Source: an optimization exercise on an open RTL-to-GDS flow (aim: small area, a short achievable clock period and few clock cycles). Production flows keep margins and buffers that such runs may drop. Function was checked by simulation only, so behaviour that the tests miss may differ from the original.

==> inputs of trial 50 <==
// fm_demod
module fm_demod (
    input  wire        clk,
    input  wire        rst,
    input  wire        cfg_valid,
    output wire        cfg_ready,
    input  wire [15:0] cfg_d,
    input  wire [15:0] cfg_alpha,
    input  wire        in_valid,
    output wire        in_ready,
    input  wire [7:0]  in_i,
    input  wire [7:0]  in_q,
    output reg         out_valid,
    output reg  [15:0] out_pcm
);
export LEC_CHECK = 0
export CAP_MARGIN = 20
export CORE_MARGIN = 2
export CORE_UTILIZATION = 40
export CTS_CLUSTER_DIAMETER = 100
export CTS_CLUSTER_SIZE = 20
export SLEW_MARGIN = 20
create_clock -name core_clock -period 12.0 [get_ports {clk}]
standard.sh (not shown) runs the stock make flow with config.mk's settings and CLKGATE_MAP_FILE= SYNTH_SCRIPT=/design/flow/synth_recipe.tcl, a recipe that flattens the netlist after the stock synthesis.
==> flow/flow/run.sh <==
#!/bin/bash
# The standard layout (the standard.sh: standard synthesis, floorplan,
# placement, CTS, routing), with ORFS's repair_timing asked to keep 8 ns of
# setup slack at the 12 ns clock, so that it sizes and buffers the paths down
# towards a 4 ns period instead of stopping once the 12 ns clock is met.
set -euo pipefail
export SETUP_SLACK_MARGIN=8
bash standard.sh finish > standard_make.log 2>&1
test -s out/final.def
==> inputs of trial 57, as changes to trial 50 <==
--- a/flow/design.v
+++ b/flow/design.v
@@ -7,18 +7,18 @@
     input  wire [15:0] cfg_alpha,
     input  wire        in_valid,
     output wire        in_ready,
     input  wire [7:0]  in_i,
     input  wire [7:0]  in_q,
     output reg         out_valid,
     output reg  [15:0] out_pcm
 );
-    localparam [15:0] REGMASK = 16'b1111111111111110;
-    localparam integer NSTG = 15;       
+    localparam [15:0] REGMASK = 16'b0111111111111110;
+    localparam integer NSTG = 14;       
     localparam integer DCYC = 8;        
     localparam integer FB   = 2;        
     localparam integer FCYC = 9;        
     localparam integer WGAP = (DCYC + 1 > FCYC + 1) ? DCYC + 1 : FCYC + 1;
     localparam integer PIPE = 5 + NSTG;             
     localparam integer BUSY = PIPE + 3;    
     localparam integer BCW  = (BUSY < 32) ? 5 : (BUSY < 64) ? 6 : 7;
     reg [15:0] alpha_c;     
==> summary of the runs <==
Of trial 50 and trial 57, trial 50 has the higher flip-flop and latch count (gap 31). Between trial 50 and trial 57, the lower register-to-register slack is in trial 57 (gap 0.03 ns). Between trial 57 and trial 50, the lower hold slack is in trial 50 (gap 0.016 ns). Between trial 57 and trial 50, the lower synthesized cell count is in trial 57 (gap 1.7%, measured against trial 50). Against trial 57, the maximum frequency of trial 50 is higher by about 0.7%.
==> figures <==
quantity	trial 57	trial 50
Syn avg cell area	9.144 sq um	9.165 sq um
Final worst path period need	3.906 ns	3.878 ns
Die H	461.4 um	465.8 um
RePlAce Congestion	0.8682	0.8714
Setup slack on the worst flop-to-flop path	8.09 ns	8.12 ns
Number of cells on the critical path	16	17
CP peak stage delay	0.51 ns	0.44 ns
Share of the synthesized netlist area taken by xor and xnor gates	0.1090	0.1085
Slew @ Worst Pin	1.067 ns	1.101 ns
Compound-gate portion of the synthesized area	0.1503	0.1502
Timing-limited maximum frequency	0.2560 GHz	0.2579 GHz
Run status	timing/DRC/antenna clean	timing/DRC/antenna clean
Testbench counts of trial 50, summed over its fixed seeds: cycles 40,888.
Testbench counts of trial 57, summed over its fixed seeds: cycles 40,833.

========
==> run P <==
Another version of the RTL of fm_demod (not shown whole).
clock: 12.0 ns
lec_check: 0
cap_margin: 20
core_margin: 2
core_utilization: 40
slew_margin: 20
Scripts as last shown in full above: flow/flow/run.sh
==> inputs of run M, as changes to run P <==
--- a/flow/design.v
+++ b/flow/design.v
@@ -13,13 +13,13 @@
     output reg  [15:0] out_pcm
 );
     localparam [15:0] REGMASK = 16'b1111111111111110;
     localparam integer NSTG = 15;       
     localparam integer DCYC = 8;        
     localparam integer FB   = 2;        
-    localparam integer FCYC = 8;        
+    localparam integer FCYC = 9;        
     localparam integer WGAP = (DCYC + 1 > FCYC + 1) ? DCYC + 1 : FCYC + 1;
     localparam integer PIPE = 5 + NSTG;             
     localparam integer BUSY = PIPE + 3;    
     localparam integer BCW  = (BUSY < 32) ? 5 : (BUSY < 64) ? 6 : 7;
     reg [15:0] alpha_c;     
     reg [15:0] dv;          
@@ -85,52 +85,45 @@
             else
                 in_rdy <= rdy_idle;
             cfg_rdy <= (acc_in && last_now) ? 1'b0 : (bc_dec == 0) && !acc_cfg;
         end
     end
     reg [7:0] r1_i, r1_q;
-    reg [7:0] r1_in, r1_qn;   
     reg       v1, f1, l1;
-    reg [19:0] pc_e, pd_e, pc_en, pd_en;
+    reg [19:0] pc_e, pd_e;
     always @(posedge clk) begin
         r1_i <= in_i;
         r1_q <= in_q;
-        r1_in <= ~in_i;
-        r1_qn <= ~in_q;
         f1   <= first_now;
         l1   <= last_now;
         if (rst) v1 <= 1'b0;
         else     v1 <= acc_in;
     end
     wire signed [8:0] a1 = {~r1_i[7], r1_i[6:0], 1'b1};
     wire signed [8:0] b1 = {~r1_q[7], r1_q[6:0], 1'b1};
-    wire       prst = rst | cfg1;      
+    reg        rst1;
+    always @(posedge clk) rst1 <= rst;
+    wire       prst = rst1 | cfg1;
     wire [8:0] nc = prst ? 9'd255 : a1;
     wire [8:0] nd = prst ? 9'd0   : b1;
     wire [19:0] nc_e, nd_e;
     fm_booth9 enc_c (.y(nc), .e(nc_e));
     fm_booth9 enc_d (.y(nd), .e(nd_e));
     always @(posedge clk) begin
         if (prst || v1) begin
             pc_e  <= nc_e;
             pd_e  <= nd_e;
-            pc_en <= ~nc_e;
-            pd_en <= ~nd_e;
         end
     end
     wire [8:0] na1 = {r1_i[7], ~r1_i[6:0], 1'b1};    
     wire [8:0] nb1 = {r1_q[7], ~r1_q[6:0], 1'b1};    
     wire [17:0] re_s1, re_c1, im_s1, im_c1;
     wire [9:0]  re_t1, im_t1;
     fm_mul2cs mre (.x0(a1), .x0n(na1), .e0(pc_e), .x1(b1),  .x1n(nb1), .e1(pd_e),
                    .s(re_s1), .c(re_c1), .t(re_t1));
-    wire [8:0] a2  = {r1_in[7], ~r1_in[6:0], 1'b1};
-    wire [8:0] na2 = {~r1_in[7], r1_in[6:0], 1'b1};
-    wire [8:0] b2  = {r1_qn[7], ~r1_qn[6:0], 1'b1};
-    wire [8:0] nb2 = {~r1_qn[7], r1_qn[6:0], 1'b1};
-    fm_mul2cs mim (.x0(b2), .x0n(nb2), .e0(~pc_en), .x1(na2), .x1n(a2),  .e1(~pd_en),
+    fm_mul2cs mim (.x0(b1), .x0n(nb1), .e0(pc_e), .x1(na1), .x1n(a1),  .e1(pd_e),
                    .s(im_s1), .c(im_c1), .t(im_t1));
     reg [17:0] re_s, re_c, im_s, im_c;
     reg [9:0]  re_t, im_t;
     reg v2p, f2p, l2p;
     always @(posedge clk) begin
         re_t <= re_t1;
@@ -173,14 +166,14 @@
         else     v3 <= v2;
     end
     function integer WY;
         input integer i;
         begin
             if (i <= 1)       WY = 23;
-            else if (i >= 14) WY = 11;
-            else              WY = 25 - i;
+            else if (i >= 14) WY = 10;
+            else              WY = 24 - i;
         end
     endfunction
     wire [22*17-1:0] xs;
     wire [23*17-1:0] ys;
     wire [16*17-1:0] bs;      
     wire [6*17-1:0]  fl;      
@@ -427,45 +420,38 @@
         if (dstart) begin
             ddv  <= dv;
             dd3  <= d3;
             dal  <= alpha_c;
             dnew <= ypend;
             dneg <= sum[31];
+        end
+        if (dstart) begin
             drem <= mag[NQ+15:NQ];
             dquo <= mag[NQ-1:0];
-        end else if (dcnt != 4'd0) begin
+        end else begin
             drem <= nrem;
             dquo <= nquo;
         end
     end
     reg signed [23:0] yprev;
     reg signed [25:0] facc;
     reg signed [24:0] fdiff;
     reg [15:0]        fco;
     reg [3:0]         fcnt;
     reg               fdone, ovld;
     wire signed [15:0] avg = dneg ? -$signed({1'b0, dquo[14:0]}) : $signed({1'b0, dquo[14:0]});
     reg                fnew;
-    wire        yb0  = dnew | (fdone & fnew);
+    wire        yb0  = dnew;
     wire [26:0] ybse = yb0 ? 27'd0 : {{3{yprev[23]}}, yprev};
     wire [26:0] yadd = (fdone & !dnew) ? {facc[25], facc} : 27'd0;
     wire [26:0] diff27 = {{3{avg[15]}}, avg, 8'd0} - ybse - yadd;
     wire signed [24:0] diffc = diff27[24:0];
-    reg [29:0] cs_s, cs_c, pp;
-    reg [29:0] fsum;
-    integer j;
-    always @(*) begin
-        cs_s = {{4{facc[25]}}, facc};
-        cs_c = 30'd0;
-        for (j = 0; j < FB; j = j + 1) begin
-            pp   = fco[j] ? ({{5{fdiff[24]}}, fdiff} << j) : 30'd0;
-            {cs_s, cs_c} = {cs_s ^ cs_c ^ pp,
-                            ((cs_s & cs_c) | (cs_s & pp) | (cs_c & pp)) << 1};
-        end
-        fsum = cs_s + cs_c;
-    end
+    reg  [26:0] ppr;
+    wire [26:0] d27  = {{2{fdiff[24]}}, fdiff};
+    wire [26:0] ppc  = (fco[0] ? d27 : 27'd0) + (fco[1] ? {d27[25:0], 1'b0} : 27'd0);
+    wire [27:0] fsum = {{2{facc[25]}}, facc} + {ppr[26], ppr};
     always @(posedge clk) begin
         if (rst) begin
             fcnt  <= 4'd0;
             fdone <= 1'b0;
         end else begin
             fdone <= (fcnt == 4'd1);
@@ -473,30 +459,36 @@
                 fcnt <= FCYC;
             else if (fcnt != 4'd0)
                 fcnt <= fcnt - 4'd1;
         end
         if (ddone) begin
             fdiff <= diffc;
-            facc  <= {diffc[24], diffc};
-            fco   <= dal;
             fnew  <= dnew;
-        end else if (fcnt != 4'd0) begin
-            facc <= fsum[FB+25:FB];
-            fco  <= fco >> FB;
         end
+        if (ddone)
+            fco <= dal;
+        else
+            fco <= fco >> FB;
+        if (fcnt == FCYC)
+            facc <= {fdiff[24], fdiff};
+        else
+            facc <= fsum[27:2];
+        ppr <= ppc;
     end
     reg  [25:0] w;
     wire [30:0] yr = {yprev, 7'd0} + ~{{5{w[25]}}, w} + 31'd1;
     wire [16:0] yq = yr[30:14];
     wire [15:0] pcm = (yq[16] != yq[15]) ? (yq[16] ? 16'h8000 : 16'h7fff) : yq[15:0];
     reg         ovld2;
     always @(posedge clk) begin
         if (rst)
             yprev <= 24'sd0;
+        else if (fcnt == 4'd4 && fnew)
+            yprev <= 24'sd0;       
         else if (fdone)
-            yprev <= (fnew ? 24'sd0 : yprev) + facc[23:0];
+            yprev <= yprev + facc[23:0];
         if (rst) begin
             ovld      <= 1'b0;
             ovld2     <= 1'b0;
             out_valid <= 1'b0;
         end else begin
             ovld      <= fdone;
CORE_UTILIZATION = 55   (was 40)
CTS_CLUSTER_DIAMETER = 100   (was unset)
CTS_CLUSTER_SIZE = 20   (was unset)
==> notes <==
Run M produced a clean layout. Run P finished with timing, DRC and antenna clean.
Via count: run P is higher than run M (about 4%).
In run P the cell area is larger than in run M, by 7.8%.
Against run M, the clock skew of run P is lower by 12 ps.
Of run M and run P, run P has the higher area after synthesis (gap 3.2%, measured against run P).
Against run M, the register-to-register slack of run P is worse by 370 ps.
Fmax: run P is lower than run M (about 9%).
In run M the worst setup slack is better than in run P, by 370 ps.
Global-route usage: run P is lower than run M (7.4 points).
==> figures <==
item                                                              run P                run M
Sequential area share after synthesis                            0.3325               0.3224
TritonCTS Sinks                                                    1339                 1303
Post-synth design cell area                                   88140 µm²            85370 µm²
End point of the critical path                       facc[22]$_DFFE_PP_  fdiff[24]$_DFFE_PP_
Fmax                                                         0.2328 GHz           0.2549 GHz
Worst setup margin                                              7704 ps              8076 ps
Clock buf/inv share                                             0.05285              0.02516
Plain + repair buffers                                              160                  148
Share of cell area taken by multi-input logic gates              0.5688               0.6011
Post-synth top area share                                        0.2473               0.2718
Post-detailed-route wirelength per cell                        16.30 µm             17.91 µm
Relative slew margins                                            0.2948               0.2940
Result of the run                                        finished clean       finished clean
Cell area after layout                                        98180 µm²            91110 µm²
Final core utilization                                           0.4477               0.5914
Count of sequential standard cells                                 1339                 1303
Well Taps                                                          2871                 2044
Testbench counts of run P, summed over its fixed seeds: cycles 40,396.
Testbench counts of run M, summed over its fixed seeds: cycles 40,880.

========
==> branch maple <==
Another version of the RTL of fm_demod (not shown whole).
clock: 12.0 ns
lec_check: 0
cap_margin: 20
core_margin: 2
core_utilization: 40
slew_margin: 20
Scripts as last shown in full above: flow/flow/run.sh
==> branch delta (differences from branch maple) <==
--- a/flow/design.v
+++ b/flow/design.v
@@ -11,17 +11,17 @@
     input  wire [7:0]  in_q,
     output reg         out_valid,
     output reg  [15:0] out_pcm
 );
     localparam [15:0] REGMASK = 16'b1111111111111110;
     localparam integer NSTG = 15;       
     localparam integer DCYC = 8;        
     localparam integer FB   = 2;        
-    localparam integer FCYC = 8;        
+    localparam integer FCYC = 9;        
     localparam integer WGAP = (DCYC + 1 > FCYC + 1) ? DCYC + 1 : FCYC + 1;
     localparam integer PIPE = 5 + NSTG;             
     localparam integer BUSY = PIPE + 3;    
     localparam integer BCW  = (BUSY < 32) ? 5 : (BUSY < 64) ? 6 : 7;
     reg [15:0] alpha_c;     
     reg [15:0] dv;          
     reg [17:0] d3;          
     reg [15:0] rc;          
@@ -98,17 +98,19 @@
         r1_qn <= ~in_q;
         f1   <= first_now;
         l1   <= last_now;
         if (rst) v1 <= 1'b0;
         else     v1 <= acc_in;
     end
     wire signed [8:0] a1 = {~r1_i[7], r1_i[6:0], 1'b1};
     wire signed [8:0] b1 = {~r1_q[7], r1_q[6:0], 1'b1};
-    wire       prst = rst | cfg1;      
+    reg        rst1;
+    always @(posedge clk) rst1 <= rst;
+    wire       prst = rst1 | cfg1;
     wire [8:0] nc = prst ? 9'd255 : a1;
     wire [8:0] nd = prst ? 9'd0   : b1;
     wire [19:0] nc_e, nd_e;
     fm_booth9 enc_c (.y(nc), .e(nc_e));
     fm_booth9 enc_d (.y(nd), .e(nd_e));
     always @(posedge clk) begin
         if (prst || v1) begin
             pc_e  <= nc_e;
@@ -425,19 +427,21 @@
         else if (dstart)
             ypend <= 1'b0;
         if (dstart) begin
             ddv  <= dv;
             dd3  <= d3;
             dal  <= alpha_c;
             dnew <= ypend;
             dneg <= sum[31];
+        end
+        if (dstart) begin
             drem <= mag[NQ+15:NQ];
             dquo <= mag[NQ-1:0];
-        end else if (dcnt != 4'd0) begin
+        end else begin
             drem <= nrem;
             dquo <= nquo;
         end
     end
     reg signed [23:0] yprev;
     reg signed [25:0] facc;
     reg signed [24:0] fdiff;
     reg [15:0]        fco;
@@ -445,49 +449,44 @@
     reg               fdone, ovld;
     wire signed [15:0] avg = dneg ? -$signed({1'b0, dquo[14:0]}) : $signed({1'b0, dquo[14:0]});
     reg                fnew;
     wire        yb0  = dnew;
     wire [26:0] ybse = yb0 ? 27'd0 : {{3{yprev[23]}}, yprev};
     wire [26:0] yadd = (fdone & !dnew) ? {facc[25], facc} : 27'd0;
     wire [26:0] diff27 = {{3{avg[15]}}, avg, 8'd0} - ybse - yadd;
     wire signed [24:0] diffc = diff27[24:0];
-    reg [29:0] cs_s, cs_c, pp;
-    reg [29:0] fsum;
-    integer j;
-    always @(*) begin
-        cs_s = {{4{facc[25]}}, facc};
-        cs_c = 30'd0;
-        for (j = 0; j < FB; j = j + 1) begin
-            pp   = fco[j] ? ({{5{fdiff[24]}}, fdiff} << j) : 30'd0;
-            {cs_s, cs_c} = {cs_s ^ cs_c ^ pp,
-                            ((cs_s & cs_c) | (cs_s & pp) | (cs_c & pp)) << 1};
-        end
-        fsum = cs_s + cs_c;
-    end
+    reg  [26:0] ppr;
+    wire [26:0] d27  = {{2{fdiff[24]}}, fdiff};
+    wire [26:0] ppc  = (fco[0] ? d27 : 27'd0) + (fco[1] ? {d27[25:0], 1'b0} : 27'd0);
+    wire [27:0] fsum = {{2{facc[25]}}, facc} + {ppr[26], ppr};
     always @(posedge clk) begin
         if (rst) begin
             fcnt  <= 4'd0;
             fdone <= 1'b0;
         end else begin
             fdone <= (fcnt == 4'd1);
             if (ddone)
                 fcnt <= FCYC;
             else if (fcnt != 4'd0)
                 fcnt <= fcnt - 4'd1;
         end
         if (ddone) begin
             fdiff <= diffc;
-            facc  <= {diffc[24], diffc};
-            fco   <= dal;
             fnew  <= dnew;
-        end else if (fcnt != 4'd0) begin
-            facc <= fsum[FB+25:FB];
-            fco  <= fco >> FB;
         end
+        if (ddone)
+            fco <= dal;
+        else
+            fco <= fco >> FB;
+        if (fcnt == FCYC)
+            facc <= {fdiff[24], fdiff};
+        else
+            facc <= fsum[27:2];
+        ppr <= ppc;
     end
     reg  [25:0] w;
     wire [30:0] yr = {yprev, 7'd0} + ~{{5{w[25]}}, w} + 31'd1;
     wire [16:0] yq = yr[30:14];
     wire [15:0] pcm = (yq[16] != yq[15]) ? (yq[16] ? 16'h8000 : 16'h7fff) : yq[15:0];
     reg         ovld2;
     always @(posedge clk) begin
         if (rst)
==> reports/metrics.yaml <==
yosys:
  synth_compound_area_frac: 0.151
route:
  route.met2.wl_mm: 92.7
floorplan:
  rows: 170
cells_and_area:
  clock_buffers: 210
run_status:
  outcome: "complete, no violations"
[end of results for branch delta]
==> reports/metrics.yaml <==
route:
  drtIter0Drc: 3835
  route.met2.wl_mm: 98.0
floorplan:
  rows: 171
run_status:
  outcome: "complete, no violations"
clock_tree:
  h-tree-depth: 4
sta:
  final_max_slew_viol_count: 0
  relSlewSlack: 0.293
yosys:
  synth_compound_area_frac: 0.153
[end of results for branch maple]
Testbench counts of branch maple, summed over its fixed seeds: cycles 40,396.
Testbench counts of branch delta, summed over its fixed seeds: cycles 40,880.

-- what the ideal ports hide --
The flow's constraints put no driver on any port. The routed layouts listed below were extracted and timed again, unchanged, in two steps. Step 1, drivers: a clkbuf_16 drives clk and a buf_2 each remaining input, both assumed. Step 2 adds t to the input delays and takes it off the output delays; t is the mean of the earliest and latest rising clock arrival at the registers after step 1. Input paths then give back, and output paths get back, about the clock's delay inside the block. a / b / c = ideal / step 1 / step 2; a / b = the first two.
run	t, ns	slack for setup (ns)	worst setup path at the end	latest minus earliest clock arrival (ns)
trial 50	0.788	8.122 / 8.102 / 7.500	input to register	0.045 / 0.044
trial 57	0.788	8.094 / 8.094 / 7.449	input to register	0.045 / 0.045
run P	0.880	7.704 / 7.704 / 7.337	input to register	0.043 / 0.044
run M	0.778	8.076 / 8.076 / 7.499	input to register	0.045 / 0.045
branch maple	0.877	7.903 / 7.903 / 7.290	input to register	0.035 / 0.035
branch delta	0.863	8.064 / 8.031 / 7.456	input to register	0.058 / 0.058
After both steps every run listed still meets setup and hold. The setup slack of trial 57, which loses most, moves by 0.000 ns with the drivers and by -0.645 ns with both steps.
